Background: an optimization exercise with open tools, aiming at small area, a short achievable clock period and few clock cycles. Do not read the settings as production practice. Function was checked by simulation only, so behaviour that the tests miss may differ from the original. No activity file was given, so power comes from the tool's default toggle rates.

--- flow/config.mk ---
export PLATFORM = sky130hd
export DESIGN_NAME = ft300_stream
export DESIGN_NICKNAME = ft300_stream
export VERILOG_FILES = /design/flow/design.v
export SDC_FILE = /design/flow/constraint.sdc
export NUM_CORES = 4
export LEC_CHECK = 0
export ABC_AREA = 1
export CAP_MARGIN = 20
export CORE_MARGIN = 2
export CORE_UTILIZATION = 65
export CTS_BUF_LIST = sky130_fd_sc_hd__clkbuf_4
export SLEW_MARGIN = 20
--- flow/constraint.sdc ---
create_clock -name core_clock -period 15.0 [get_ports {clk}]
set_input_delay 3.0000 -clock core_clock [delete_from_list [all_inputs] [get_ports {clk}]]
set_output_delay 3.0000 -clock core_clock [all_outputs]
set_load 0.01 [all_outputs]
--- flow/design.v ---
module ft300_stream (
    input  wire         clk,
    input  wire         rst,             
    input  wire         ev_valid,
    input  wire [10:0]  ev,              
    input  wire [31:0]  now,             
    output wire         ev_ready,
    output reg          meas_valid,
    output wire [107:0] meas_h,          
    output wire [383:0] meas_f,          
    output reg  [31:0]  meas_freq,       
    output reg          stop_valid,
    output wire [2:0]   st,
    output wire [1:0]   err,
    output wire [1:0]   err_detail,
    output wire         xport_held,
    output wire         zero_valid,
    output wire         cancel_pending,
    output wire [4:0]   clen,
    output wire [31:0]  count
);
    localparam [2:0] OP_BYTE    = 3'b001;
    localparam [2:0] OP_TIMEOUT = 3'b010;
    localparam [2:0] OP_START   = 3'b011;
    localparam [2:0] OP_CANCEL  = 3'b100;
    localparam [2:0] OP_RESET   = 3'b101;
    localparam [2:0] ST_UNINIT  = 3'd0;
    localparam [2:0] ST_WARM    = 3'd1;
    localparam [2:0] ST_ZERO    = 3'd2;
    localparam [2:0] ST_STREAM  = 3'd3;
    localparam [2:0] ST_STOP    = 3'd4;
    localparam [1:0] ERR_NONE      = 2'b00;
    localparam [1:0] ERR_CANCELLED = 2'b01;
    localparam [1:0] ERR_TRANSPORT = 2'b10;
    localparam [1:0] ERR_PROTOCOL  = 2'b11;
    localparam [1:0] DET_NONE    = 2'b00;
    localparam [1:0] DET_TIMEOUT = 2'b01;
    localparam [1:0] DET_LENGTH  = 2'b10;
    localparam [1:0] DET_CRC     = 2'b11;
    localparam [15:0] CRC_AFTER_MARKER = 16'h4498;
    localparam [45:0] N_ONE  = 46'd15625;                 
    localparam [45:0] N_ONEN = 46'd15625 << 32;           
    reg [2:0]   st_q;
    reg [4:0]   clen_q;
    reg         m1_q;
    reg [15:0]  crc_q;
    reg         zero_valid_q;
    reg [31:0]  count_q;
    reg [31:0]  t0_q;
    reg [1:0]   err_q;
    reg [1:0]   det_q;
    reg         cancel_q;
    reg         xport_q;
    reg         busy_q;
    reg         clr_q;           
    reg         rdy_q;           
    reg         crcok_q;         
    assign st             = st_q;
    assign err            = err_q;
    assign err_detail     = det_q;
    assign xport_held     = xport_q;
    assign zero_valid     = zero_valid_q;
    assign cancel_pending = cancel_q;
    assign clen           = clen_q;
    assign count          = clr_q ? 32'd0 : count_q;
    assign ev_ready = rdy_q;
    wire        accept  = ev_valid && !busy_q;
    wire [2:0]  op      = ev[10:8];
    wire [7:0]  b       = ev[7:0];
    wire        active  = (st_q == ST_WARM) || (st_q == ST_ZERO) || (st_q == ST_STREAM);
    wire        is_byte = accept && (op == OP_BYTE) && active;
    wire        hit     = m1_q && (b == 8'h4E);
    wire [4:0]  chunk_len = (clen_q == 5'd17) ? 5'd17 : clen_q + 5'd1;
    wire        crc_ok  = crcok_q;
    wire        frame_ok = (clen_q == 5'd15) && crc_ok;    
    function [4:0] step10;
        input [4:0] t;
        begin
            case (t)
            5'd0: step10 = {1'b0, 4'd0};
            5'd1: step10 = {1'b0, 4'd1};
            5'd2: step10 = {1'b0, 4'd2};
            5'd3: step10 = {1'b0, 4'd3};
            5'd4: step10 = {1'b0, 4'd4};
            5'd5: step10 = {1'b0, 4'd5};
            5'd6: step10 = {1'b0, 4'd6};
            5'd7: step10 = {1'b0, 4'd7};
            5'd8: step10 = {1'b0, 4'd8};
            5'd9: step10 = {1'b0, 4'd9};
            5'd10: step10 = {1'b1, 4'd0};
            5'd11: step10 = {1'b1, 4'd1};
            5'd12: step10 = {1'b1, 4'd2};
            5'd13: step10 = {1'b1, 4'd3};
            5'd14: step10 = {1'b1, 4'd4};
            5'd15: step10 = {1'b1, 4'd5};
            5'd16: step10 = {1'b1, 4'd6};
            5'd17: step10 = {1'b1, 4'd7};
            5'd18: step10 = {1'b1, 4'd8};
            5'd19: step10 = {1'b1, 4'd9};
            default: step10 = 5'd0;
            endcase
        end
    endfunction
    function [5:0] step25;
        input [5:0] t;
        begin
            case (t)
            6'd0: step25 = {1'b0, 5'd0};
            6'd1: step25 = {1'b0, 5'd1};
            6'd2: step25 = {1'b0, 5'd2};
            6'd3: step25 = {1'b0, 5'd3};
            6'd4: step25 = {1'b0, 5'd4};
            6'd5: step25 = {1'b0, 5'd5};
            6'd6: step25 = {1'b0, 5'd6};
            6'd7: step25 = {1'b0, 5'd7};
            6'd8: step25 = {1'b0, 5'd8};
            6'd9: step25 = {1'b0, 5'd9};
            6'd10: step25 = {1'b0, 5'd10};
            6'd11: step25 = {1'b0, 5'd11};
            6'd12: step25 = {1'b0, 5'd12};
            6'd13: step25 = {1'b0, 5'd13};
            6'd14: step25 = {1'b0, 5'd14};
            6'd15: step25 = {1'b0, 5'd15};
            6'd16: step25 = {1'b0, 5'd16};
            6'd17: step25 = {1'b0, 5'd17};
            6'd18: step25 = {1'b0, 5'd18};
            6'd19: step25 = {1'b0, 5'd19};
            6'd20: step25 = {1'b0, 5'd20};
            6'd21: step25 = {1'b0, 5'd21};
            6'd22: step25 = {1'b0, 5'd22};
            6'd23: step25 = {1'b0, 5'd23};
            6'd24: step25 = {1'b0, 5'd24};
            6'd25: step25 = {1'b1, 5'd0};
            6'd26: step25 = {1'b1, 5'd1};
            6'd27: step25 = {1'b1, 5'd2};
            6'd28: step25 = {1'b1, 5'd3};
            6'd29: step25 = {1'b1, 5'd4};
            6'd30: step25 = {1'b1, 5'd5};
            6'd31: step25 = {1'b1, 5'd6};
            6'd32: step25 = {1'b1, 5'd7};
            6'd33: step25 = {1'b1, 5'd8};
            6'd34: step25 = {1'b1, 5'd9};
            6'd35: step25 = {1'b1, 5'd10};
            6'd36: step25 = {1'b1, 5'd11};
            6'd37: step25 = {1'b1, 5'd12};
            6'd38: step25 = {1'b1, 5'd13};
            6'd39: step25 = {1'b1, 5'd14};
            6'd40: step25 = {1'b1, 5'd15};
            6'd41: step25 = {1'b1, 5'd16};
            6'd42: step25 = {1'b1, 5'd17};
            6'd43: step25 = {1'b1, 5'd18};
            6'd44: step25 = {1'b1, 5'd19};
            6'd45: step25 = {1'b1, 5'd20};
            6'd46: step25 = {1'b1, 5'd21};
            6'd47: step25 = {1'b1, 5'd22};
            6'd48: step25 = {1'b1, 5'd23};
            6'd49: step25 = {1'b1, 5'd24};
            default: step25 = 6'd0;
            endcase
        end
    endfunction
    reg  [7:0]  b_q;
    reg  [7:0]  lo_q;
    reg         crc_en_q, crc_init_q, lo_en_q;
    reg         v0_q;
    reg  [2:0]  ax0_q;
    always @(posedge clk) begin
        b_q        <= b;
        crc_en_q   <= is_byte && (clen_q < 5'd14);
        crc_init_q <= (clen_q == 5'd0);
        lo_en_q    <= is_byte && !clen_q[0];
        v0_q       <= is_byte && clen_q[0] && (clen_q < 5'd12);
        ax0_q      <= clen_q[3:1];
        if (lo_en_q)
            lo_q <= b_q;
    end
    reg [15:0] crc_next;
    integer    k;
    always @* begin
        crc_next = crc_init_q ? CRC_AFTER_MARKER : crc_q;
        crc_next = crc_next ^ {8'h00, b_q};
        for (k = 0; k < 8; k = k + 1)
            crc_next = crc_next[0] ? ((crc_next >> 1) ^ 16'hA001) : (crc_next >> 1);
    end
    always @(posedge clk)
        if (crc_en_q) begin
            crc_q   <= crc_next;
            crcok_q <= (crc_next == 16'd0);
        end
    wire [15:0] hf    = {~b_q[7], b_q[6:0], lo_q};
    wire        tq0   = (ax0_q >= 3'd3);
    reg  [12:0] q10;
    reg  [3:0]  r10;
    integer     i10;
    always @* begin
        r10 = {1'b0, hf[15:13]};
        for (i10 = 12; i10 >= 0; i10 = i10 - 1)
            {q10[i10], r10} = step10({r10, hf[i10]});
    end
    reg  [15:0] hA_q;
    reg  [3:0]  rA_q;
    reg         tqA_q, vA_q;
    reg  [2:0]  axA_q;
    always @(posedge clk) begin
        hA_q  <= tq0 ? {3'd0, q10} : hf;
        rA_q  <= r10;
        tqA_q <= tq0;
        vA_q  <= v0_q;
        axA_q <= ax0_q;
    end
    wire        incA  = (rA_q >= 4'd4) || ((rA_q == 4'd3) && !hA_q[0]);
    wire [12:0] hTA   = hA_q[12:0] + {12'd0, incA};
    reg [15:0] zf_q [0:2];
    reg [12:0] zt_q [0:2];
    reg [15:0] zsel;
    always @* begin
        case (axA_q)
        3'd0: zsel = zf_q[0];
        3'd1: zsel = zf_q[1];
        3'd2: zsel = zf_q[2];
        3'd3: zsel = {3'd0, zt_q[0]};
        3'd4: zsel = {3'd0, zt_q[1]};
        default: zsel = {3'd0, zt_q[2]};
        endcase
    end
    reg  [15:0] hB_q;
    reg  [15:0] zB_q;
    reg         vB_q;
    reg  [2:0]  axB_q;
    always @(posedge clk) begin
        hB_q  <= tqA_q ? {3'd0, hTA} : hA_q;
        zB_q  <= zsel;
        vB_q  <= vA_q;
        axB_q <= axA_q;
    end
    always @(posedge clk) begin
        if (vB_q && (st_q == ST_ZERO)) begin
            case (axB_q)
            3'd0: zf_q[0] <= hB_q;
            3'd1: zf_q[1] <= hB_q;
            3'd2: zf_q[2] <= hB_q;
            3'd3: zt_q[0] <= hB_q[12:0];
            3'd4: zt_q[1] <= hB_q[12:0];
            default: zt_q[2] <= hB_q[12:0];
            endcase
        end
    end
    wire [16:0] dC1 = {1'b0, hB_q} - {1'b0, zB_q};      
    wire [16:0] dC2 = {1'b0, zB_q} - {1'b0, hB_q};      
    wire [15:0] aC  = dC1[16] ? dC2[15:0] : dC1[15:0];
    reg [16:0] mh_q [0:5];
    assign meas_h = {{4{mh_q[5][16]}}, mh_q[5][13:0], {4{mh_q[4][16]}}, mh_q[4][13:0],
                     {4{mh_q[3][16]}}, mh_q[3][13:0], mh_q[2][16], mh_q[2],
                     mh_q[1][16], mh_q[1], mh_q[0][16], mh_q[0]};
    integer j;
    always @(posedge clk) begin
        if (vB_q) begin
            for (j = 0; j < 6; j = j + 1)
                if (axB_q == j[2:0])
                    mh_q[j] <= dC1;
        end
    end
    reg  [15:0] aC_q;
    reg         vC_q;
    reg  [2:0]  axC_q;
    always @(posedge clk) begin
        aC_q  <= aC;
        vC_q  <= vB_q;
        axC_q <= axB_q;
    end
    reg [3:0] lzc;
    integer   s;
    always @* begin
        lzc = 4'd0;
        for (s = 0; s < 16; s = s + 1)
            if (aC_q[s])
                lzc = 4'd15 - s[3:0];
    end
    wire [15:0] xD = aC_q << lzc;
    reg  [2:0]  qd;
    reg  [4:0]  rd;
    always @* begin
        {qd[2], rd} = step25({1'b0, xD[15:11]});
        {qd[1], rd} = step25({rd, xD[10]});
        {qd[0], rd} = step25({rd, xD[9]});
    end
    reg  [2:0]  qD_q;
    reg  [4:0]  rD_q;
    reg  [8:0]  xD_q;
    reg  [3:0]  lzD_q;
    reg         nzD_q, vD_q;
    reg  [2:0]  axD_q;
    always @(posedge clk) begin
        qD_q  <= qd;
        rD_q  <= rd;
        xD_q  <= xD[8:0];
        lzD_q <= lzc;
        nzD_q <= (aC_q != 16'd0);
        vD_q  <= vC_q;
        axD_q <= axC_q;
    end
    reg  [3:0]  qe;
    reg  [4:0]  re;
    integer     ie;
    always @* begin
        re = rD_q;
        for (ie = 3; ie >= 0; ie = ie - 1)
            {qe[ie], re} = step25({re, xD_q[5 + ie]});
    end
    reg  [6:0]  qE_q;
    reg  [4:0]  rE_q;
    reg  [4:0]  xE_q;
    reg  [3:0]  lzE_q;
    reg         nzE_q, vE_q;
    reg  [2:0]  axE_q;
    always @(posedge clk) begin
        qE_q  <= {qD_q, qe};
        rE_q  <= re;
        xE_q  <= xD_q[4:0];
        lzE_q <= lzD_q;
        nzE_q <= nzD_q;
        vE_q  <= vD_q;
        axE_q <= axD_q;
    end
    reg  [3:0]  qf;
    reg  [4:0]  rf;
    integer     jf;
    always @* begin
        rf = rE_q;
        for (jf = 3; jf >= 0; jf = jf - 1)
            {qf[jf], rf} = step25({rf, xE_q[jf + 1]});
    end
    reg  [10:0] qF_q;
    reg  [4:0]  rF_q;
    reg         xF_q;
    reg  [3:0]  lzF_q;
    reg         nzF_q, vF_q;
    reg  [2:0]  axF_q;
    always @(posedge clk) begin
        qF_q  <= {qE_q, qf};
        rF_q  <= rf;
        xF_q  <= xE_q[0];
        lzF_q <= lzE_q;
        nzF_q <= nzE_q;
        vF_q  <= vE_q;
        axF_q <= axE_q;
    end
    wire        qg0;
    wire [4:0]  rG;
    assign {qg0, rG} = step25({rF_q, xF_q});
    wire [11:0] qG = {qF_q, qg0};
    reg  [19:0] pat;
    always @* begin
        case (rG)
        5'd0:  pat = 20'd0;       5'd1:  pat = 20'd41943;   5'd2:  pat = 20'd83886;
        5'd3:  pat = 20'd125829;  5'd4:  pat = 20'd167772;  5'd5:  pat = 20'd209715;
        5'd6:  pat = 20'd251658;  5'd7:  pat = 20'd293601;  5'd8:  pat = 20'd335544;
        5'd9:  pat = 20'd377487;  5'd10: pat = 20'd419430;  5'd11: pat = 20'd461373;
        5'd12: pat = 20'd503316;  5'd13: pat = 20'd545259;  5'd14: pat = 20'd587202;
        5'd15: pat = 20'd629145;  5'd16: pat = 20'd671088;  5'd17: pat = 20'd713031;
        5'd18: pat = 20'd754974;  5'd19: pat = 20'd796917;  5'd20: pat = 20'd838860;
        5'd21: pat = 20'd880803;  5'd22: pat = 20'd922746;  5'd23: pat = 20'd964689;
        5'd24: pat = 20'd1006632;
        default: pat = 20'd0;
        endcase
    end
    wire        q12  = qG[11];
    wire [10:0] mhiG = q12 ? qG[10:0] : {qG[9:0], pat[19]};
    wire [19:0] mmdG = q12 ? pat : {pat[18:0], pat[19]};
    wire [3:0]  l4G  = q12 ? {pat[2:0], pat[19]} : {pat[1:0], pat[19:18]};
    wire        gG   = q12 ? pat[18] : pat[17];
    wire [3:0]  mloG = l4G + {3'd0, gG};
    wire [4:0]  exG  = 5'd16 - {1'b0, lzF_q} - {4'd0, !q12};    
    reg [10:0] mhi_q [0:5];
    reg [19:0] mmd_q [0:5];
    reg [3:0]  mlo_q [0:5];
    reg [5:0]  ex_q  [0:5];      
    always @(posedge clk) begin
        if (vF_q) begin
            for (j = 0; j < 6; j = j + 1)
                if (axF_q == j[2:0]) begin
                    mhi_q[j] <= mhiG;
                    mmd_q[j] <= mmdG;
                    mlo_q[j] <= mloG;
                    ex_q[j]  <= {nzF_q && exG[4:3] != 2'b00,
                                 nzF_q && exG[4:3] == 2'b00,
                                 nzF_q && (exG[4:3] == 2'b00 || exG[4]),
                                 nzF_q ? exG[2:0] : 3'b000};
                end
        end
    end
    genvar g;
    generate
        for (g = 0; g < 6; g = g + 1) begin : gf
            assign meas_f[64*g +: 64] = {mh_q[g][16],
                                         ex_q[g][5], {6{ex_q[g][4]}}, ex_q[g][3], ex_q[g][2:0],
                                         mhi_q[g], mmd_q[g], mmd_q[g][19:3], mlo_q[g]};
        end
    endgenerate
    reg [1:0]  dph_q;            
    reg [31:0] d_q;              
    reg [31:0] p_q;              
    reg [20:0] s_q;              
    reg [32:0] q_q;              
    reg [5:0]  cnt_q;            
    reg        sat_q, zres_q;    
    reg [45:0] nacc_q;           
    reg [6:0]  kc_q;             
    reg [6:0]  khi_q;            
    reg [6:0]  klo_q;            
    reg        fast_q;           
    reg        tcap_q;
    reg        nrst_q;           
    reg        cwrap_q;          
    wire       cwrap   = cwrap_q;
    always @(posedge clk)
        cwrap_q <= (count_q == 32'hFFFF_FFFF);
    wire [45:0] nacc_nx = cwrap ? N_ONE : nacc_q + N_ONE;
    reg [4:0]  lze;
    integer    s2;
    always @* begin
        lze = 5'd0;
        for (s2 = 0; s2 < 32; s2 = s2 + 1)
            if (d_q[s2])
                lze = 5'd31 - s2[4:0];
    end
    wire       ezero = (d_q == 32'd0);
    wire       satc   = ezero || (!cwrap && {2'd0, lze} > khi_q);       
    wire       zresc  = cwrap || ({2'd1, lze} <= klo_q);                
    wire [6:0] c_init = kc_q + {2'd0, lze};
    wire [32:0] tr  = {p_q, s_q[20]};
    wire [33:0] r1  = {1'b0, tr} - {2'b00, d_q};
    wire        dg  = !r1[33];
    wire [31:0] pn  = dg ? r1[31:0] : tr[31:0];
    wire        nzp = dg ? (tr != {1'b0, d_q}) : (tr != 33'd0);
    wire        rinc  = dg && (nzp || q_q[0]);
    wire [32:0] qinc  = q_q + 33'd1;
    wire [32:0] qres  = rinc ? qinc : q_q;
    wire        done  = busy_q && dph_q[1] && (fast_q || cnt_q == 6'd1);
    always @(posedge clk) begin
        q_q   <= dph_q[1] ? {q_q[31:0], dg} : 33'd0;
        cnt_q <= dph_q[1] ? cnt_q - 6'd1 : c_init[5:0];
        sat_q <= dph_q[1] ? sat_q : satc;
        zres_q <= dph_q[1] ? zres_q : zresc;
        fast_q <= dph_q[1] ? fast_q : (satc || zresc);
        if (sat_q || (!zres_q && qres[32]))
            meas_freq <= 32'hFFFF_FFFF;
        else if (zres_q)
            meas_freq <= 32'd0;
        else
            meas_freq <= qres[31:0];
    end
    always @(posedge clk) begin
        if (!busy_q) begin
            d_q   <= now;                
            dph_q <= 2'd0;
        end else begin
            if (dph_q == 2'd0) begin
                d_q   <= d_q - t0_q;
                dph_q <= 2'd1;
            end
            if (dph_q == 2'd1) begin
                d_q   <= d_q << lze;
                dph_q <= 2'd2;
            end
        end
    end
    reg nreset;      
    always @(posedge clk) begin
        meas_valid <= 1'b0;
        stop_valid <= 1'b0;
        tcap_q     <= 1'b0;
        clr_q      <= 1'b0;
        nreset      = 1'b0;
        if (clr_q)
            count_q <= 32'd0;
        if (tcap_q)
            t0_q <= d_q;
        if (rst) begin
            st_q         <= ST_UNINIT;
            clen_q       <= 5'd0;
            m1_q         <= 1'b0;
            zero_valid_q <= 1'b0;
            count_q      <= 32'd0;
            err_q        <= ERR_NONE;
            det_q        <= DET_NONE;
            cancel_q     <= 1'b0;
            xport_q      <= 1'b0;
            busy_q       <= 1'b0;
            rdy_q        <= 1'b1;
            nreset        = 1'b1;
        end else if (busy_q) begin
            if (dph_q == 2'd1)
                count_q <= count_q + 32'd1;
            if (done) begin
                busy_q     <= 1'b0;
                rdy_q      <= 1'b1;
                meas_valid <= 1'b1;
                if (cancel_q) begin
                    st_q       <= ST_STOP;
                    err_q      <= ERR_CANCELLED;
                    det_q      <= DET_NONE;
                    cancel_q   <= 1'b0;
                    xport_q    <= 1'b0;
                    stop_valid <= 1'b1;
                end
            end
        end else if (accept) begin
            case (op)
            OP_START: begin
                if (st_q == ST_UNINIT) begin
                    st_q    <= ST_WARM;
                    xport_q <= 1'b1;
                    clen_q  <= 5'd0;
                    m1_q    <= 1'b0;
                end
            end
            OP_CANCEL: begin
                if (st_q == ST_STREAM && clen_q == 5'd0) begin
                    st_q       <= ST_STOP;
                    err_q      <= ERR_CANCELLED;
                    det_q      <= DET_NONE;
                    cancel_q   <= 1'b0;
                    xport_q    <= 1'b0;
                    stop_valid <= 1'b1;
                end else if (active) begin
                    cancel_q <= 1'b1;
                end
            end
            OP_TIMEOUT: begin
                if (active) begin
                    st_q       <= ST_STOP;
                    err_q      <= ERR_TRANSPORT;
                    det_q      <= DET_TIMEOUT;
                    clen_q     <= 5'd0;
                    m1_q       <= 1'b0;
                    cancel_q   <= 1'b0;
                    xport_q    <= 1'b0;
                    stop_valid <= 1'b1;
                end
            end
            OP_RESET: begin
                st_q         <= ST_UNINIT;
                clen_q       <= 5'd0;
                m1_q         <= 1'b0;
                zero_valid_q <= 1'b0;
                clr_q        <= 1'b1;
                err_q        <= ERR_NONE;
                det_q        <= DET_NONE;
                cancel_q     <= 1'b0;
                xport_q      <= 1'b0;
                nreset        = 1'b1;
            end
            OP_BYTE: begin
                if (active) begin
                    if (!hit) begin
                        m1_q   <= (b == 8'h20);
                        clen_q <= chunk_len;
                    end else begin
                        clen_q <= 5'd0;
                        m1_q   <= 1'b0;
                        if (st_q == ST_WARM) begin
                            st_q <= ST_ZERO;
                        end else if (!frame_ok) begin
                            st_q       <= ST_STOP;
                            err_q      <= ERR_PROTOCOL;
                            det_q      <= (clen_q != 5'd15) ? DET_LENGTH : DET_CRC;
                            cancel_q   <= 1'b0;
                            xport_q    <= 1'b0;
                            stop_valid <= 1'b1;
                        end else if (st_q == ST_ZERO) begin
                            zero_valid_q <= 1'b1;
                            tcap_q       <= 1'b1;
                            if (cancel_q) begin
                                st_q       <= ST_STOP;
                                err_q      <= ERR_CANCELLED;
                                det_q      <= DET_NONE;
                                cancel_q   <= 1'b0;
                                xport_q    <= 1'b0;
                                stop_valid <= 1'b1;
                            end else begin
                                st_q <= ST_STREAM;
                            end
                        end else begin
                            busy_q <= 1'b1;
                            rdy_q  <= 1'b0;
                        end
                    end
                end
            end
            default: ;  
            endcase
        end
        nrst_q <= nreset;
        if (busy_q && dph_q == 2'd1)
            nacc_q <= nacc_nx;
        if (nrst_q) begin
            nacc_q <= N_ONE;
            p_q    <= {1'b0, N_ONEN[45:15]};
            s_q    <= {N_ONEN[14:0], 6'd0};
            kc_q   <= 7'd6 - 7'd16;
            khi_q  <= 7'd50 - 7'd6;
            klo_q  <= 7'd48 - 7'd6;
        end else if (busy_q) begin
            if (done) begin
                p_q    <= {1'b0, nacc_q[45:15]};
                s_q    <= {nacc_q[14:0], 6'd0};
                kc_q   <= 7'd38 - 7'd16;
                khi_q  <= 7'd50 - 7'd38;
                klo_q  <= 7'd48 - 7'd38;
            end else if (dph_q[1]) begin
                p_q    <= pn;
                s_q    <= {s_q[19:0], 1'b0};
            end
        end else if (p_q[30:23] == 8'd0) begin
            p_q    <= {1'b0, p_q[22:0], s_q[20:13]};
            s_q    <= {s_q[12:0], 8'd0};
            kc_q   <= kc_q - 7'd8;
            khi_q  <= khi_q + 7'd8;
            klo_q  <= klo_q + 7'd8;
        end else if (!p_q[30]) begin
            p_q    <= {1'b0, p_q[29:0], s_q[20]};
            s_q    <= {s_q[19:0], 1'b0};
            kc_q   <= kc_q - 7'd1;
            khi_q  <= khi_q + 7'd1;
            klo_q  <= klo_q + 7'd1;
        end
    end
endmodule
--- flow/flow/run.sh ---
#!/bin/bash
# The standard layout (standard.sh: standard synthesis and ORFS flow),
# with two changes to how the layout is made:
#  - timing repair aims for 9.5 ns of setup slack at the design's clock, so
#    repair_timing keeps sizing and buffering paths the 15 ns clock alone
#    would leave as synthesized (SETUP_SLACK_MARGIN);
#  - ports are buffered with sky130_fd_sc_hd__buf_1 rather than the default
#    choice of buffer_ports (every port still gets its buffer).
# The clock, its period and the constraints are the design's (constraint.sdc).
set -euo pipefail
export SETUP_SLACK_MARGIN=9.5
export BUFFER_PORTS_ARGS="-buffer_cell sky130_fd_sc_hd__buf_1"
bash standard.sh > standard_flow.log 2>&1
--- flow/standard.sh ---
#!/bin/bash
# synth_recipe.tcl (not shown) runs the flow's synth.tcl, then flattens the netlist and writes it again
# the make line also repeats each setting of config.mk as NAME=value (left out here)
make -C /OpenROAD-flow-scripts/flow DESIGN_CONFIG=/design/flow/config.mk WORK_HOME=/design/flow/orfs CLKGATE_MAP_FILE= SYNTH_SCRIPT=/design/flow/synth_recipe.tcl "${@:-finish}"
==> notes.md, run 1 <==
Clock Latency Late Sink=around 1.1 ns; Starting Density=0.660; PD cells=around 160 nW/um^2; r2r setup slk=9.93 ns; worst hold endpoint=qE_q[6]; number of distinct library cells after synthesis=74; std cell rows=between 90 and 100; Via density=5.64; largest net degree at the start of global routing=67; xor-xnor portion of the synthesized cell area=0.0252; YS warnings=8; DIE WIDTH=~270 um; global route total overflow=0; worst clock skew=0.0848 ns; First-pass DRT Iterations=6; cts hold-fix bufs=0; Reg power frac=0.387; Longest Clk Path Bufs=3; hold path startpoint=qD_q[2]; complex-gate fraction of the synthesized area=0.142; Detail Placement HPWL=93,900 um; # IOs=between 600 and 700; Main synth FF type=edfxtp_1; Simple-Gate Fraction of Synth Area=0.177; Synth area leader=edfxtp_1; layout filler cell count=5,586; Worst setup SP type=flip-flop; Critical Path AT=around 2.1 ns; clock power share=0.261; first-pass GRT wire length=199,000 um; clock sink count=937; CTS tree=done; CTS Buf Count=between 200 and 250; Max-Cap Viols=0; max frequency=about 190 MHz; share of layout cells above drive strength 1=0.0846; most common cell in the synthesized netlist=nand2_1; drt initial violations=between 4,000 and 5,000; CP Capture Type=primary output; Post-Synthesis Cells=~5,500; vias in the first global route=between 30,000 and 40,000; top cells by area, synth=edfxtp_1 (33%), dfxtp_1 (18%), nand2_1 (8.6%), inv_1 (5.4%), ha_1 (5.3%); Worst R2R End=meas_freq[18]; die height=between 200 and 300 um; nets=6,312; Async S/R FF share, synth=0; post-route ant nets=0; switching power=~0.0032 W; Sequential Area=around 24,000 sq um; flops & latches, synth=~940; drt wl/cell=roughly 18 um; mux contribution to synthesized area=0.00106; GR Util All Layers=0.336; final WL=about 130,000 um; fin crit period=5.14 ns; total negative slack=0 ns; htree depth=4; initial antenna violation count=5; Final Cycle Share=0.342; Placer Congestion=approximately 0.97; sequential share of the synthesized area=0.507; reg2reg start=d_q[2]; Max-slew headroom=0.278; syn nets=approximately 5,700; min setup slack post-route=between 9 and 10 ns; Worst Tran Pin Value=1.08 ns; share of the synthesized area in the top cell type=0.331; port bufs=~620; Synth Area per Inst=roughly 8.7 sq um; leak pwr=21.9 nW; number of vias in the routed layout=around 41,000; status=complete, no violations; die area=75,000 sq um; synth cell count leaders=nand2_1 (1,088), inv_1 (675), edfxtp_1 (521), o21ai_0 (459), nor2_1 (443); Min-Delay Path Depth=0; Post-Synth Adder-Cell Area=0.0553; Post-synth EDFFs=between 500 and 600; mapped cell area=between 40,000 and 50,000 sq um; WP data required=roughly 12 ns; Setup CP Type=flip-flop to primary output; RSZ-0062 raised after global routing=no; post-place setup slack=about 9.0 ns; CORE AREA=between 70,000 and 80,000 sq um; Reg clk slew, reported paths=roughly 0.07 ns; reg2reg path depth=28; Final Max Tran Viols=0; Internal Dissipation=0.00512 W; Crit Path Max Fanout=34; Gate power share=0.352; Residual DRC=0; area grow syn2layout=11.5%; Hold Crit Class=flip-flop to flip-flop; Fin. Hold Viols=0; root buf cell=clkbuf_4; Multi-input gate area=about 19,000 sq um; count of final setup violators=0; Sw Share=0.386; Worst VDD drop=between 100 and 150 uV; largest family of logic cells by synthesized area=simple AND/OR/NAND/NOR gates
[worst max-delay path by stage]
stage,start,to,cells after the start
after floorplan,ev[10],err_q[1],14
after global placement,d_q[1],meas_freq[18],28
after detailed placement,d_q[1],meas_freq[18],28
after CTS,d_q[1],meas_freq[18],28
after global routing,aC_q[0],rD_q[1],35
final,clr_q,count[15],3
[flip-flops by register name, indices dropped and copies added (netlist names), 11 cells and up]
name	flops
mmd_q	120
mh_q	96
mhi_q	66
zf_q	48
nacc_q	46
zt_q	39
ex_q	36
q_q	33
count_q	32
d_q	32
meas_freq	32
p_q	32
t0_q	32
mlo_q	24
aC_q	16
crc_q	16
hA_q	16
hB_q	16
zB_q	16
s_q	15
qF_q	11
[worst max-delay path, stage by stage (launching register included)]
cell and delay, ns:
dfxtp_1 0.30, buf_4 0.24, nor2_1 0.31, buf_1 0.20
[kinds of logic after synthesis]
group | count (synthesis)
DFF | 937
and+or+nand+nor | 2001
xor gates and xnor gates | 136
adders and majority gates | 206
muxes | 5
AOI/OAI and AO/OA | 1170
buffers and inverters | 1010
[layer usage]
metal | share of wire | global-route usage | vias to the layer above | wire (um)
met3 | 0.091 | 0.0679 | 255 | 11900
met4 | 0.028 | 0.124 | 4 | 3700
met5 | 0.00022 | 0 | - | 28
met2 | 0.47 | 0.555 | 1994 | 61400
met1 | 0.41 | 0.439 | 18700 | 52900
li1 | - | - | 19700 | -
[power by group through the flow]
stage | Sequential, W | Clock [W] | Combinational [W]
after floorplan | 0.00324 | 0 | 0.00215
after global placement | 0.00328 | 0 | 0.00280
after detailed placement | 0.00328 | 0 | 0.00287
after CTS | 0.00323 | 0.00222 | 0.00289
after global routing | 0.00324 | 0.00235 | 0.00333
final | 0.00323 | 0.00218 | 0.00293
[through the flow]
stage / instances / instance area (sq um) / hold slack, ns / power (W) / util
finish: 7211 / 52700 / 0.286 / 0.00834 / 0.735
global route: 7210 / 52700 / 0.283 / 0.00892 / 0.735
CTS: 7203 / 52700 / 0.272 / 0.00833 / 0.734
detailed placement: 6780 / 49600 / 0.312 / 0.00615 / 0.691
global placement: 6780 / 49600 / 0.311 / 0.00608 / 0.691
floorplan: 5465 / 47300 / 0.310 / 0.00539 / -
[cell usage in the layout, fill, tap and decap left out, drive strengths merged, types with 7 or more instances in the layout]
cell type  Yosys  routed
o2111ai        8       8
a211oi        36      36
o21ai        487     487
nand2       1110    1110
o21a          10      10
a22oi         10      10
o211ai        70      70
or2            9       9
a21boi         7       7
nor3         104     104
a22o           8       8
o221ai        14      14
edfxtp       521     521
a21oi        374     374
xor2          95      95
a221oi        18      18
clkinv        10      77
nand4         50      50
nand3        236     236
inv          692     702
o21bai        15      15
dfxtp        416     416
nor2         450     450
buf          175     676
a31oi         44      44
o22ai         17      17
clkbuf       133     344
xnor2         41      41
o31ai         14      14
nor4          23      23
ha           201     201
[what timing repair did]
| action | 4_1_cts | 5_1_grt |
|---|---|---|
| buffers inserted | 0 | 3 |
| hold endpoints to repair | 0 | 0 |
| resized for setup | 4 | 14 |
| pin swaps | 0 | 0 |
| endpoints found under the setup margin | 32 | 43 |
[layout make-up]
type	count	area share
inverters	702	0.0503
clock inverters	79	0.00930
repair buffers	676	0.0526
diodes	5	0.000237
flip-flops and latches	937	0.455
clock buffers	344	0.0490
well taps	950	0.0225
multi-input cells	3518	0.362
Testbench counts, summed over its fixed seeds: cycles 17,529.
==> run 2: changes to the inputs <==
==> flow/flow/run.sh (replaced) <==
#!/bin/bash
# The standard layout (standard.sh: standard synthesis and ORFS flow),
# with two changes to how the layout is made:
#  - timing repair aims for 9.0 ns of setup slack at the design's clock, so
#    repair_timing keeps sizing and buffering paths the 15 ns clock alone
#    would leave as synthesized (SETUP_SLACK_MARGIN);
#  - ports are buffered with sky130_fd_sc_hd__buf_1 rather than the default
#    choice of buffer_ports (every port still gets its buffer).
# The clock, its period and the constraints are the design's (constraint.sdc).
set -euo pipefail
export SETUP_SLACK_MARGIN=9.0
export BUFFER_PORTS_ARGS="-buffer_cell sky130_fd_sc_hd__buf_1"
bash standard.sh > standard_flow.log 2>&1
--- a/flow/config.mk
+++ b/flow/config.mk
@@ -9,5 +9,5 @@
 export CAP_MARGIN = 20
 export CORE_MARGIN = 2
-export CORE_UTILIZATION = 65
+export CORE_UTILIZATION = 55
 export CTS_BUF_LIST = sky130_fd_sc_hd__clkbuf_4
 export SLEW_MARGIN = 20
==> run 2 against run 1 <==
Still clean. Wire length is 1.4% higher. Sequential share of layout area shrank 0.19 points. Sequential power about the same. Register-to-register slack got worse by 0.41 ns. Non-clock buffer count down 2. Via count is 2.5% lower. Clock power hardly changed. Final cell count up 2.7%. Final area grew 0.41%. Hold slack better by 0.035 ns.
==> notes.md, run 2 <==
largest net degree at the start of global routing=67 (unchanged); fin util=0.622 (-0.113); Met2 Wirelength=62,400 um (+1.6%); CP Buf/Inv Count=4 (+2); fin crit period=5.48 ns (+0.347 ns); CORE AREA=85,100 sq um (+19%); root buf cell=clkbuf_4; Detail Placement HPWL=96,100 um (+2.4%); Longest Clk Path Bufs=3 (unchanged); Sw Share=0.381 (-0.00565); Crit Path Max Fanout=66 (+94%); synth cell count leaders=nand2_1 (1,088), inv_1 (675), edfxtp_1 (521), o21ai_0 (459), nor2_1 (443); sequential share of the synthesized area=0.507 (unchanged); Residual DRC=0 (unchanged); WL met1=57,000 um (+7.8%); share of the synthesized area in the top cell type=0.331 (unchanged); Async S/R FF share, synth=0 (unchanged); port bufs=619 (unchanged); Critical Path AT=6.51 ns (+4.37 ns); largest stage delay on the critical path=0.48 ns (+0.17 ns); max layer used=met5; area grow syn2layout=11.9%; status=complete, no violations; Sequential Area=24,000 sq um (unchanged); WL met3=9120 um (-23%); Starting Density=0.556 (-0.104); Synth area leader=edfxtp_1; leak pwr=21.9 nW (about the same); die area=88,400 sq um (+18%); Main synth FF type=edfxtp_1; WP data required=16.03 ns (+4.03 ns); most frequent cells in the layout=nand2_1 (1,086), inv_1 (675), buf_1 (619), edfxtp_1 (521), o21ai_0 (456); number of vias in the routed layout=39,700 (-2.5%); drt wl/cell=17.8 um (-1.3%); switching power=0.00316 W (-2.1%); Multi-input gate area=19,100 sq um (about the same); crit-path leading delay family=compound AO/OA/AOI/OAI gates; Post-Synthesis Cells=5,465 (unchanged); max FFs per register=120 (unchanged); Fin. Hold Viols=0 (unchanged); Placer Congestion=0.931 (-3.6%); Max-Cap Viols=0 (unchanged); # IOs=620 (unchanged); Most flops, register=mmd_q; First-pass DRT Iterations=6 (unchanged); CTS tree=done; Crit path top cell by count=o21ai_1; post-route ant nets=0 (unchanged); Via density=5.36 (-5.1%); Final Cycle Share=0.366 (+0.0231); RSZ-0062 raised after global routing=no; layout filler cell count=7,602 (+36%); Worst VDD drop=113 uV (-16%); cts hold-fix bufs=0 (unchanged); Reg power frac=0.390 (+0.003); GR Util All Layers=0.291 (-0.0456); clock power share=0.260 (about the same); top cells by area, synth=edfxtp_1 (33%), dfxtp_1 (18%), nand2_1 (8.6%), inv_1 (5.4%), ha_1 (5.3%); count of final setup violators=0 (unchanged); Worst setup SP type=flip-flop; Gate power share=0.350 (-0.002); final WL=132,000 um (+1.4%); Worst Tran Pin Value=1.09 ns (+0.0138 ns); Clock Latency Late Sink=1.13 ns (about the same); YS warnings=8 (unchanged); mapped cell area=47,300 sq um (unchanged); Setup Buffers After CTS=0 (unchanged); global route total overflow=0 (unchanged); first-pass GRT wire length=204,000 um (+2.4%); Final Max Tran Viols=0 (unchanged); Synth Area per Inst=8.66 sq um (unchanged); CTS Buf Count=233 (+3.6%); slowest CP cell=edfxtp_1; std cell rows=107 (+9.2%); max frequency=182 MHz (-6.3%); Post-synth EDFFs=521 (unchanged); top flop regs=mmd_q (120), mh_q (96), mhi_q (66); worst clock skew=0.0663 ns (-0.0185 ns); Internal Dissipation=0.00513 W (+0.31%); htree depth=4 (unchanged); syn nets=5,717 (unchanged); PD cells=157 nW/um^2 (-1.0%); Hold Crit Class=flip-flop to flip-flop; initial antenna violation count=13 (+8); drt initial violations=3,111 (-24%); Reg clk slew, reported paths=0.07 ns (about the same); die height=297 um (+8.6%); DIE WIDTH=297 um (+8.6%); most common cell after layout, fill and taps aside=nand2_1; share of layout cells above drive strength 1=0.0855 (+0.000904); nets=6,318 (+0.095%); Setup CP Type=flip-flop to flip-flop; clock sink count=937 (unchanged); most common cell in the synthesized netlist=nand2_1; number of distinct library cells after synthesis=74 (unchanged); Max-slew headroom=0.267 (-0.0111); cts repair resizes=0 (-4); vias in the first global route=37,200 (-0.37%); flops & latches, synth=937 (unchanged); CP Capture Type=flip-flop; total negative slack=0 ns (unchanged)
==> run 2: worst reg2reg max path: cells and delay by family (launching register included) <==
kind                     cells  cell delay [ns]
AO/OA/AOI/OAI               16             2.70
adder cells (fa/ha/maj)      1             0.32
buffers and inverters        4             1.05
flip-flops                   1             0.48
AND/OR/NAND/NOR              7             0.83
==> run 2: path summary, 6_finish.rpt <==
kind	slack (ns)	endpoint	depth (start not counted)	from
setup reg to reg	9.52	meas_freq[18]	28	d_q[1]
hold / removal	0.32	lzF_q[2]	0	lzE_q[2]
hold reg to reg	0.32	lzF_q[2]	0	lzE_q[2]
setup / recovery	9.52	meas_freq[18]	28	d_q[1]
==> run 2: per-layer routing <==
metal  vias up  global-route usage
met5         -                   0
met4        20              0.0938
met3       212              0.0618
met2      1357               0.481
met1     18400               0.381
li1      19700                   -
==> run 2: through the flow <==
stage                     instances  total power [W]  setup WS [ns]  area (sq um)  hold slack (ns)
after floorplan                5465          0.00539          10.24         47300            0.310
after global placement         6975          0.00613           9.18         49800            0.311
after detailed placement       6975          0.00615           9.05         49800            0.312
after CTS                      7404          0.00833           9.01         52900            0.312
after global routing           7407          0.00892           9.02         52900            0.297
final                          7409          0.00829           9.52         53000            0.320
==> run 2: layout make-up <==
class,instances,area share
multi-input combinational,3518,0.360
antenna,5,0.000236
sequential,937,0.453
clock buffer,358,0.0508
inverter,702,0.0499
timing repair buffer,674,0.0518
tap,1144,0.0270
clock inverter,71,0.00740
==> run 2: logic make-up (layout without fill, tap and decap cells) <==
group	after synthesis	after routing	share of synthesized area
xor gates and xnor gates	136	136	0.0252
other	0	5	0
AOI/OAI and AO/OA	1170	1170	0.142
and+or+nand+nor	2001	2001	0.177
adders and majority gates	206	206	0.0553
muxes	5	5	0.00106
buffers and inverters	1010	1805	0.0929
DFF	937	937	0.507
==> run 2: power by group through the flow <==
stage	clock [W]	combinational [W]	sequential [W]
6_report	0.00216	0.00290	0.00323
2_1_floorplan	0	0.00215	0.00324
5_1_grt	0.00235	0.00333	0.00325
4_1_cts	0.00222	0.00288	0.00323
3_5_place_dp	0	0.00286	0.00329
3_3_place_gp	0	0.00285	0.00329
==> run 3: changes to the inputs <==
==> flow/flow/run.sh (replaced) <==
#!/bin/bash
# The standard layout (standard.sh: standard synthesis and ORFS flow),
# with two changes to how the layout is made:
#  - timing repair aims for 10.0 ns of setup slack at the design's clock, so
#    repair_timing keeps sizing and buffering paths the 15 ns clock alone
#    would leave as synthesized (SETUP_SLACK_MARGIN);
#  - ports are buffered with sky130_fd_sc_hd__buf_1 rather than the default
#    choice of buffer_ports (every port still gets its buffer).
# The clock, its period and the constraints are the design's (constraint.sdc).
set -euo pipefail
export SETUP_SLACK_MARGIN=10.0
export BUFFER_PORTS_ARGS="-buffer_cell sky130_fd_sc_hd__buf_1"
bash standard.sh > standard_flow.log 2>&1
==> run 3 against run 2 <==
Highest routed layer unchanged. Worst setup slack improved by 0.51 ns. Utilization rose by 1.2 points. Sequential power barely moved. Final area rose by 1.9%. Synthesized area did not move. Combinational power rose by 2%. Critical endpoint is now count[5]. Synthesized cell count did not move.
==> notes.md, run 3 <==
status=complete, no violations; first-pass GRT wire length=204,000 um (+0.13%); number of distinct library cells after synthesis=74 (unchanged); Setup CP Type=flip-flop to primary output; CTS tree=done; Worst Tran Pin Value=1.10 ns (+0.00119 ns); reg2reg path depth=28 (unchanged); worst clock skew=0.0750 ns (+0.00873 ns); max frequency=201 MHz (+10%); Sequential Area=24,000 sq um (about the same); overall power=0.00834 W (+0.56%); Residual DRC=0 (unchanged); Multi-input gate area=19,400 sq um (+1.9%); Synth Area per Inst=8.66 sq um (unchanged); Hold Crit Class=flip-flop to flip-flop; Main synth FF type=edfxtp_1; largest family of logic cells by synthesized area=simple AND/OR/NAND/NOR gates; DIE WIDTH=297 um (unchanged); die height=297 um (unchanged); Final Max Tran Viols=0 (unchanged); mux contribution to synthesized area=0.00106 (unchanged); Critical Path AT=1.98 ns (-4.53 ns); WP data required=12.00 ns (-4.03 ns); fin util=0.634 (+0.0117); Most flops, register=mmd_q; Internal Dissipation=0.00516 W (+0.50%); complex-gate fraction of the synthesized area=0.142 (unchanged); Worst R2R End=meas_freq[20]; most common cell after layout, fill and taps aside=nand2_1; count of final setup violators=0 (unchanged); Fin. Hold Viols=0 (unchanged); GR Util All Layers=0.291 (about the same); mapped cell area=47,300 sq um (unchanged); Post-Synth Adder-Cell Area=0.0553 (unchanged); YS warnings=8 (unchanged); most frequent cells in the layout=nand2_1 (1,086), inv_1 (673), buf_1 (587), edfxtp_1 (521), o21ai_0 (447); flops & latches, synth=937 (unchanged); final cell count without fillers=7,443 (+0.46%); CORE AREA=85,100 sq um (unchanged); area grow syn2layout=14.0%; final WL=134,000 um (+1.8%); xor-xnor portion of the synthesized cell area=0.0252 (unchanged); Worst VDD drop=113 uV (-0.13%); vias in the first global route=37,200 (+0.18%); share of the synthesized area in the top cell type=0.331 (unchanged); number of vias in the routed layout=40,100 (+1.0%); die area=88,400 sq um (unchanged); CTS Buf Count=233 (unchanged); Via density=5.39 (+0.55%); layout filler cell count=7,514 (-1.2%); Post-Synthesis Cells=5,465 (unchanged); Reg power frac=0.388 (-0.002); Reg clk slew, reported paths=0.07 ns (about the same); post-route ant nets=0 (unchanged); leak pwr=22.2 nW (+1.7%); Placed Cells=6,975 (unchanged); reg2reg start=d_q[2]; clock sink count=937 (unchanged); PD cells=154 nW/um^2 (-1.3%); Synth area leader=edfxtp_1; Longest Clk Path Bufs=3 (unchanged); Min-Delay Path Depth=0 (unchanged); Post-synth EDFFs=521 (unchanged); switching power=0.00318 W (+0.66%); drt wl/cell=18.0 um (+1.3%); root buf cell=clkbuf_4; Worst setup SP type=flip-flop; max FFs per register=120 (unchanged); r2r setup slk=10.20 ns (+0.68 ns); # IOs=620 (unchanged); drt initial violations=3,192 (+2.6%); First-pass DRT Iterations=5 (-1); worst hold endpoint=vD_q; most common cell in the synthesized netlist=nand2_1; nets=6,352 (+0.54%); largest net degree at the start of global routing=67 (unchanged); initial antenna violation count=13 (unchanged); hold path startpoint=vC_q; std cell rows=107 (unchanged); CP Capture Type=primary output; Max-Cap Viols=0 (unchanged); total negative slack=0 ns (unchanged); Placer Congestion=0.931 (unchanged); synth cell count leaders=nand2_1 (1,088), inv_1 (675), edfxtp_1 (521), o21ai_0 (459), nor2_1 (443); Async S/R FF share, synth=0 (unchanged); sequential share of the synthesized area=0.507 (unchanged); cts hold-fix bufs=0 (unchanged); htree depth=4 (unchanged); Detail Placement HPWL=96,100 um (unchanged); Clock Latency Late Sink=1.14 ns (about the same); syn nets=5,717 (unchanged); Gate power share=0.353 (+0.003); clock power share=0.259 (about the same); global route total overflow=0 (unchanged); fin crit period=4.98 ns (-0.506 ns); RSZ-0062 raised after global routing=yes; Simple-Gate Fraction of Synth Area=0.177 (unchanged); WHS=0.319 ns (-0.000825 ns); port bufs=619 (unchanged); Max-slew headroom=0.264 (-0.00335); Final Cycle Share=0.332 (-0.0337); share of layout cells above drive strength 1=0.104 (+0.0189); top flop regs=mmd_q (120), mh_q (96), mhi_q (66); Sw Share=0.381 (+0.000382); Crit Path Max Fanout=8 (-88%); top cells by area, synth=edfxtp_1 (33%), dfxtp_1 (18%), nand2_1 (8.6%), inv_1 (5.4%), ha_1 (5.3%); Starting Density=0.556 (unchanged)
-- run 3: what timing repair did --
action / CTS / global route
setup buffers: 1 / 24
endpoints found under the hold margin: 0 / 0
gates resized for setup: 62 / 134
gates cloned: 0 / 9
pin swaps: 0 / 33
setup endpoints to repair: 67 / 114
-- run 3: through the flow --
step | instance area [sq um] | setup slack, ns
4_1_cts | 53100 | 9.90
3_3_place_gp | 49800 | 9.18
2_1_floorplan | 47300 | 10.24
5_1_grt | 53900 | 9.85
3_5_place_dp | 49800 | 9.05
6_report | 54000 | 10.02
-- run 3: power by group through the flow --
stage	Sequential, W	Clock [W]	Combinational [W]
after detailed placement	0.00329	0	0.00286
final	0.00323	0.00216	0.00295
after global placement	0.00329	0	0.00285
after floorplan	0.00324	0	0.00215
after CTS	0.00323	0.00222	0.00288
after global routing	0.00325	0.00235	0.00337
-- run 3: logic make-up (layout without fill, tap and decap cells) --
| group | after synthesis | in the layout |
|---|---|---|
| and+or+nand+nor | 2001 | 2003 |
| AOI/OAI and AO/OA | 1170 | 1170 |
| muxes | 5 | 5 |
| xor gates and xnor gates | 136 | 136 |
| other | 0 | 5 |
| adders and majority gates | 206 | 206 |
| buffers and inverters | 1010 | 1837 |
| DFF | 937 | 937 |
-- run 3: how the worst max path moves through the flow --
stage	startpoint	to	slack (ns)
3_3_place_gp	d_q[1]	meas_freq[18]	9.18
3_5_place_dp	d_q[1]	meas_freq[18]	9.05
2_1_floorplan	ev[10]	err_q[1]	10.24
5_1_grt	d_q[0]	d_q[30]	9.85
6_report	clr_q	count[5]	10.02
4_1_cts	clr_q	count[26]	9.90
-- run 3: worst max-delay path, stage by stage, from the launching register on --
cell and delay, ns:
dfxtp_4 0.39, clkbuf_16 0.20, nor2_2 0.12, buf_2 0.14
-- run 3: area by class of cell --
class,count,share of cell area
Inverter,702,0.0493
Multi-Input combinational cell,3520,0.360
Clock buffer,358,0.0498
Timing Repair Buffer,706,0.0621
Sequential cell,937,0.444
Clock inverter,71,0.00726
Tap cell,1144,0.0265
Antenna cell,5,0.000232
-- run 3: layer usage --
metal | vias up | global-route usage | share of wire
met5 | - | 0 | 0.0010
met4 | 22 | 0.0934 | 0.025
met3 | 239 | 0.0608 | 0.072
met2 | 1411 | 0.482 | 0.47
met1 | 18600 | 0.382 | 0.43
li1 | 19800 | - | -
==> run 4: changes to the inputs <==
--- a/flow/config.mk
+++ b/flow/config.mk
@@ -9,5 +9,5 @@
 export CAP_MARGIN = 20
 export CORE_MARGIN = 2
-export CORE_UTILIZATION = 55
+export CORE_UTILIZATION = 65
 export CTS_BUF_LIST = sky130_fd_sc_hd__clkbuf_4
 export SLEW_MARGIN = 20
==> run 4 against run 3 <==
Register-to-register slack better by 0.07 ns. Final area down 1.7%. Synthesized cell count did not move. Still clean on timing, DRC and antenna. Die area shrank 15%. Clock-buffer cell count is 14 lower. Critical endpoint is now count[6].
==> notes.md, run 4 <==
root buf cell=clkbuf_4; syn nets=5,717 (unchanged); YS warnings=8 (unchanged); Worst VDD drop=134 uV (+19%); area post-placement=49,600 sq um (-0.56%); Final Cycle Share=0.332 (about the same); synth cell count leaders=nand2_1 (1,088), inv_1 (675), edfxtp_1 (521), o21ai_0 (459), nor2_1 (443); top cells by area, synth=edfxtp_1 (33%), dfxtp_1 (18%), nand2_1 (8.6%), inv_1 (5.4%), ha_1 (5.3%); count of final setup violators=0 (unchanged); Starting Density=0.660 (+0.104); Most flops, register=mmd_q; Clock Latency Late Sink=1.12 ns (-0.02 ns); complex-gate fraction of the synthesized area=0.142 (unchanged); max frequency=201 MHz (about the same); mapped cell area=47,300 sq um (unchanged); Synth Area per Inst=8.66 sq um (unchanged); top flop regs=mmd_q (120), mh_q (96), mhi_q (66); Via density=5.67 (+5.3%); Post-Synthesis Cells=5,465 (unchanged); DIE WIDTH=274 um (-7.9%); Fin. Hold Viols=0 (unchanged); final WL=131,000 um (-2.3%); slowest CP cell=dfxtp_1; fin crit period=4.98 ns (-0.00290 ns); CTS Buf Count=225 (-3.4%); WHS=0.294 ns (-0.0256 ns); crit path cell chain=buf_12, nor2_1, buf_1; Async S/R FF share, synth=0 (unchanged); largest net degree at the start of global routing=67 (unchanged); mux contribution to synthesized area=0.00106 (unchanged); drt initial violations=4,284 (+34%); nets=6,322 (-0.47%); CTS tree=done; most common cell after layout, fill and taps aside=nand2_1; post-route ant nets=0 (unchanged); # IOs=620 (unchanged); Detail Placement HPWL=93,900 um (-2.3%); leak pwr=22.1 nW (-0.62%); Placer Congestion=0.965 (+3.7%); sequential share of the synthesized area=0.507 (unchanged); Max-Cap Viols=0 (unchanged); Main synth FF type=edfxtp_1; CORE AREA=71,700 sq um (-16%); Worst setup SP type=flip-flop; clock sink count=937 (unchanged); share of layout cells above drive strength 1=0.0954 (-0.00895); die area=75,000 sq um (-15%); std cell rows=98 (-8.4%); max FFs per register=120 (unchanged); Worst Tran Pin Value=1.09 ns (-0.00815 ns); overall power=0.00836 W (+0.35%); Synth area leader=edfxtp_1; most frequent cells in the layout=nand2_1 (1,086), inv_1 (674), buf_1 (588), edfxtp_1 (521), o21ai_0 (450); First-pass DRT Iterations=6 (+1); status=complete, no violations; Final Max Tran Viols=0 (unchanged); xor-xnor portion of the synthesized cell area=0.0252 (unchanged); design area=53,000 sq um (-1.7%); Longest Clk Path Bufs=3 (unchanged); largest family of logic cells by synthesized area=simple AND/OR/NAND/NOR gates; Hold Crit Class=flip-flop to flip-flop; Critical Path AT=1.98 ns (about the same); first-pass GRT wire length=199,000 um (-2.3%); Simple-Gate Fraction of Synth Area=0.177 (unchanged); WP data required=12.00 ns (about the same); CP Buf/Inv Count=2 (unchanged); global route total overflow=0 (unchanged); CP Capture Type=primary output; Max-slew headroom=0.274 (+0.00989); initial antenna violation count=5 (-8); total negative slack=0 ns (unchanged); htree depth=4 (unchanged); largest stage delay on the critical path=0.32 ns (-0.07 ns); die height=274 um (-7.9%); GR Util All Layers=0.337 (+0.0459); number of distinct library cells after synthesis=74 (unchanged); PD cells=158 nW/um^2 (+2.1%); Crit Path Max Fanout=34 (+26); Reg clk slew, reported paths=0.07 ns (about the same); share of the synthesized area in the top cell type=0.331 (unchanged); RSZ-0062 raised after global routing=yes; most common cell in the synthesized netlist=nand2_1; drt wl/cell=18.1 um (+0.70%); Post-Synth Adder-Cell Area=0.0553 (unchanged); worst clock skew=0.0791 ns (+0.00409 ns); flops & latches, synth=937 (unchanged); port bufs=619 (unchanged); vias in the first global route=37,400 (+0.33%); number of vias in the routed layout=40,900 (+2.2%); Post-synth EDFFs=521 (unchanged); Setup CP Type=flip-flop to primary output; crit-path leading delay family=buffers and inverters; layout filler cell count=5,542 (-26%); area grow syn2layout=12.1%; Residual DRC=0 (unchanged)
[run 4: final cells by class]
class / count / area (sq um) / share of cell area
antenna: 4 / 10.0 / 0.000189
clock buffer: 344 / 2580 / 0.0487
clock inverter: 79 / 490 / 0.00925
inverter: 702 / 2650 / 0.0500
multi-input combinational: 3519 / 19200 / 0.362
sequential: 937 / 24000 / 0.452
tap: 950 / 1190 / 0.0224
timing repair buffer: 684 / 2940 / 0.0554
timing repair inverter: 1 / 7.51 / 0.000142
[run 4: layer usage]
| metal | part of all wire | routed length, um | vias to the layer above | global-route usage |
|---|---|---|---|---|
| li1 | - | - | 19700 | - |
| met1 | 0.41 | 53100 | 18900 | 0.440 |
| met2 | 0.47 | 62000 | 2002 | 0.555 |
| met3 | 0.090 | 11800 | 302 | 0.0670 |
| met4 | 0.031 | 4050 | 4 | 0.126 |
| met5 | 0.00021 | 27 | - | 0 |
[run 4: kinds of logic after synthesis]
kind of cell / Yosys count
DFF: 937
adders and majority gates: 206
xor gates and xnor gates: 136
and+or+nand+nor: 2001
buffers and inverters: 1010
AOI/OAI and AO/OA: 1170
muxes: 5
[run 4: report_power, final]
group          leakage [nW]  switching [W]  internal [W]
Sequential             8.15      0.0000943       0.00313
Clock                  1.83        0.00107       0.00110
Combinational          12.1        0.00207      0.000887
[run 4: timing repair]
action,CTS,global route
setup buffers,3,6
pin swaps,1,5
hold buffers,0,0
setup endpoints to repair,66,127
gates cloned,0,4
gates resized for setup,53,46
[run 4: worst paths after layout]
kind / startpoint / end / slack [ns] / depth (start not counted)
worst max-delay path: clr_q / count[6] / 10.02 / 3
worst min register to register: qD_q[2] / qE_q[6] / 0.29 / 0
worst min-delay path: qD_q[2] / qE_q[6] / 0.29 / 0
worst max register to register: d_q[0] / d_q[30] / 10.27 / 30
[run 4: stage by stage]
step / worst slack, ns / instances / utilization
2_1_floorplan: 10.24 / 5465 / -
3_5_place_dp: 8.98 / 6780 / 0.691
3_3_place_gp: 9.17 / 6780 / 0.691
4_1_cts: 9.93 / 7206 / 0.736
6_report: 10.02 / 7220 / 0.740
5_1_grt: 9.85 / 7220 / 0.740
[run 4: worst reg2reg max path: cells and delay by family, from the launching register on]
family,cells,cell delay [ns]
and+or+nand+nor,14,1.46
AOI/OAI and AO/OA,9,1.61
adders and majority gates,2,0.64
buffers and inverters,5,0.40
DFF,1,0.39
==> run 5: changes to the inputs <==
--- a/flow/config.mk
+++ b/flow/config.mk
@@ -9,5 +9,5 @@
 export CAP_MARGIN = 20
 export CORE_MARGIN = 2
-export CORE_UTILIZATION = 65
+export CORE_UTILIZATION = 75
 export CTS_BUF_LIST = sky130_fd_sc_hd__clkbuf_4
 export SLEW_MARGIN = 20
==> run 5 against run 4 <==
Still clean. Fmax decreased by 0.78%. Sequential power about the same. Via count increased by 4.6%. Power increased by 1.5%. Combinational power increased by 5%. Non-clock buffer count increased by 7. Synthesized area unchanged. Clock-buffer cell count decreased by 27. Critical endpoint is now count[23].
==> notes.md, run 5 <==
largest family of logic cells by synthesized area=simple AND/OR/NAND/NOR gates; share of the synthesized area in the top cell type=0.331 (unchanged); total negative slack=0 ns (unchanged); share of layout cells above drive strength 1=0.0969 (+0.00151); top cells by area, synth=edfxtp_1 (33%), dfxtp_1 (18%), nand2_1 (8.6%), inv_1 (5.4%), ha_1 (5.3%); first-pass GRT wire length=215,000 um (+8.0%); largest net degree at the start of global routing=67 (unchanged); Critical Path AT=2.01 ns (+0.03 ns); Simple-Gate Fraction of Synth Area=0.177 (unchanged); RSZ-0062 raised after global routing=yes; port bufs=619 (unchanged); slowest CP cell=dfxtp_4; Max-Cap Viols=0 (unchanged); CP Capture Type=primary output; initial antenna violation count=6 (+1); sequential share of the synthesized area=0.507 (unchanged); root buf cell=clkbuf_4; Post-synth EDFFs=521 (unchanged); largest stage delay on the critical path=0.38 ns (+0.06 ns); flops & latches, synth=937 (unchanged); global route total overflow=0 (unchanged); crit-path leading delay family=flip-flops; area post-placement=49,400 sq um (-0.24%); GR Util All Layers=0.426 (+0.0895); DIE WIDTH=255 um (-6.8%); number of distinct library cells after synthesis=74 (unchanged); mapped cell area=47,300 sq um (unchanged); crit path cell chain=clkbuf_16, nor2_2, buf_2; Fin. Hold Viols=0 (unchanged); top flop regs=mmd_q (120), mh_q (96), mhi_q (66); min setup slack post-route=9.99 ns (-0.0392 ns); most frequent cells in the layout=nand2_1 (1,086), inv_1 (674), buf_1 (587), edfxtp_1 (521), o21ai_0 (446); die height=255 um (-6.8%); CTS tree=done; drt wl/cell=20.2 um (+12%); status=complete, no violations; CP Buf/Inv Count=2 (unchanged); Worst VDD drop=138 uV (+2.7%); Final Max Tran Viols=0 (unchanged); Post-Synth Adder-Cell Area=0.0553 (unchanged); Detail Placement HPWL=98,600 um (+5.0%); Longest Clk Path Bufs=3 (unchanged); Reg clk slew, reported paths=0.07 ns (about the same); synth cell count leaders=nand2_1 (1,088), inv_1 (675), edfxtp_1 (521), o21ai_0 (459), nor2_1 (443); mux contribution to synthesized area=0.00106 (unchanged); Crit Path Max Fanout=9 (-74%); Main synth FF type=edfxtp_1; number of vias in the routed layout=42,800 (+4.6%); Max-slew headroom=0.226 (-0.0475); YS warnings=8 (unchanged); fin crit period=5.01 ns (+0.0392 ns); area grow syn2layout=11.9%; post-place setup slack=9.49 ns (+0.515 ns); Placer Congestion=0.988 (+2.3%); Synth area leader=edfxtp_1; Via density=6.02 (+6.2%); vias in the first global route=39,900 (+6.7%); CORE AREA=62,700 sq um (-13%); Clock Latency Late Sink=1.15 ns (+0.03 ns); Hold Crit Class=flip-flop to flip-flop; htree depth=4 (unchanged); complex-gate fraction of the synthesized area=0.142 (unchanged); WP data required=12.00 ns (about the same); std cell rows=92 (-6.1%); Worst setup SP type=flip-flop; First-pass DRT Iterations=7 (+1); max frequency=199 MHz (-0.78%); Worst Tran Pin Value=1.15 ns (+0.0603 ns); Setup CP Type=flip-flop to primary output; # IOs=620 (unchanged); syn nets=5,717 (unchanged); most common cell after layout, fill and taps aside=nand2_1; Starting Density=0.754 (+0.0946); Final Cycle Share=0.334 (+0.00261); post-route ant nets=0 (unchanged); Most flops, register=mmd_q; most common cell in the synthesized netlist=nand2_1; die area=65,100 sq um (-13%); Post-Synthesis Cells=5,465 (unchanged); WHS=0.262 ns (-0.0321 ns); Synth Area per Inst=8.66 sq um (unchanged); PD cells=160 nW/um^2 (+1.6%); xor-xnor portion of the synthesized cell area=0.0252 (unchanged); Async S/R FF share, synth=0 (unchanged); CTS Buf Count=220 (-2.2%); clock sink count=937 (unchanged); count of final setup violators=0 (unchanged); Residual DRC=0 (unchanged); max FFs per register=120 (unchanged); drt initial violations=5,542 (+29%); leak pwr=22.0 nW (-0.37%); nets=6,324 (+0.032%); final WL=144,000 um (+9.9%); cts hold-fix bufs=0 (unchanged); worst clock skew=0.101 ns (+0.0217 ns); design area=53,000 sq um (-0.14%)
==> run 5: cell counts after synthesis <==
Identical to the previous run, type by type.
==> run 5: logic make-up after synthesis <==
kind of cell | Yosys count
multiplexers | 5
adder cells (fa/ha/maj) | 206
AND/OR/NAND/NOR | 2001
AO/OA/AOI/OAI | 1170
XOR/XNOR | 136
buffers and inverters | 1010
flip-flops | 937
==> run 5: cell type report <==
| cell class | count | area [sq um] |
|---|---|---|
| repair inverters | 1 | 5.00 |
| clock inverters | 94 | 544 |
| inverters | 702 | 2660 |
| clock buffers | 317 | 2380 |
| flip-flops and latches | 937 | 24000 |
| fillers | 3644 | 9760 |
| diodes | 4 | 10.0 |
| multi-input cells | 3519 | 19300 |
| repair buffers | 691 | 3030 |
| well taps | 846 | 1060 |
==> run 5: metal layers <==
| metal | GRT usage | vias up | wire length (um) |
|---|---|---|---|
| met5 | 0 | - | 27 |
| met1 | 0.513 | 19500 | 50500 |
| met3 | 0.137 | 623 | 18500 |
| met4 | 0.241 | 4 | 8460 |
| li1 | - | 19700 | - |
| met2 | 0.678 | 3028 | 66400 |
==> run 5: timing repair <==
action	in CTS	in global routing
endpoints found under the setup margin	79	153
setup buffers	0	11
gates cloned	0	7
pin swaps	0	6
gates resized for setup	52	100
==> run 5: final timing paths <==
path              startpoint        end  slack (ns)  cells after the start
hold / removal      lzE_q[2]   lzF_q[2]        0.26                      0
setup / recovery       clr_q  count[23]        9.99                      3
hold reg to reg     lzE_q[2]   lzF_q[2]        0.26                      0
setup reg to reg     aC_q[0]    rD_q[0]       10.20                     37
==> run 5: metrics by stage <==
stage	std cells	power, W	utilization
final	7111	0.00849	0.844
after global routing	7110	0.00899	0.844
after CTS	7089	0.00832	0.837
after detailed placement	6678	0.00620	0.788
after global placement	6678	0.00609	0.788
after floorplan	5465	0.00539	-
==> run 5: power by group <==
group          internal, W  switching, W  leakage (nW)
sequential         0.00313      0.000105          8.15
clock              0.00103       0.00109          1.72
combinational     0.000899       0.00223          12.1

==> port drivers added, routing unchanged <==
Ports are ideal in the flow. The routed layouts listed here were re-timed in OpenROAD. Step 1 (the two cells are an assumption about what drives the block):
set clk [get_ports {clk}]
set_driving_cell -lib_cell sky130_fd_sc_hd__clkbuf_16 $clk
set_driving_cell -lib_cell sky130_fd_sc_hd__buf_2 [delete_from_list [all_inputs] $clk]
Step 2 moves the port delays by t, midway between the first and last clock arrival at a register: inputs arrive t later, outputs are due t later. That takes back most of the time a late clock gives input paths. a / b / c = ideal / step 1 / step 2; a / b = the first two.
run	t, ns	setup WS [ns]	worst data-port slew with drivers (ns)
run 1	1.148	9.863 / 9.796 / 9.648	0.11
run 2	1.171	9.516 / 9.516 / 9.437	0.11
run 3	1.180	10.022 / 9.948 / 9.490	0.12
run 4	1.145	10.025 / 9.958 / 9.598	0.10
run 5	1.155	9.985 / 9.925 / 9.677	0.12
After both steps setup and hold are still met in every run listed. For run 3, which loses most, drivers alone change the setup slack by -0.074 ns; drivers and shift together by -0.532 ns.
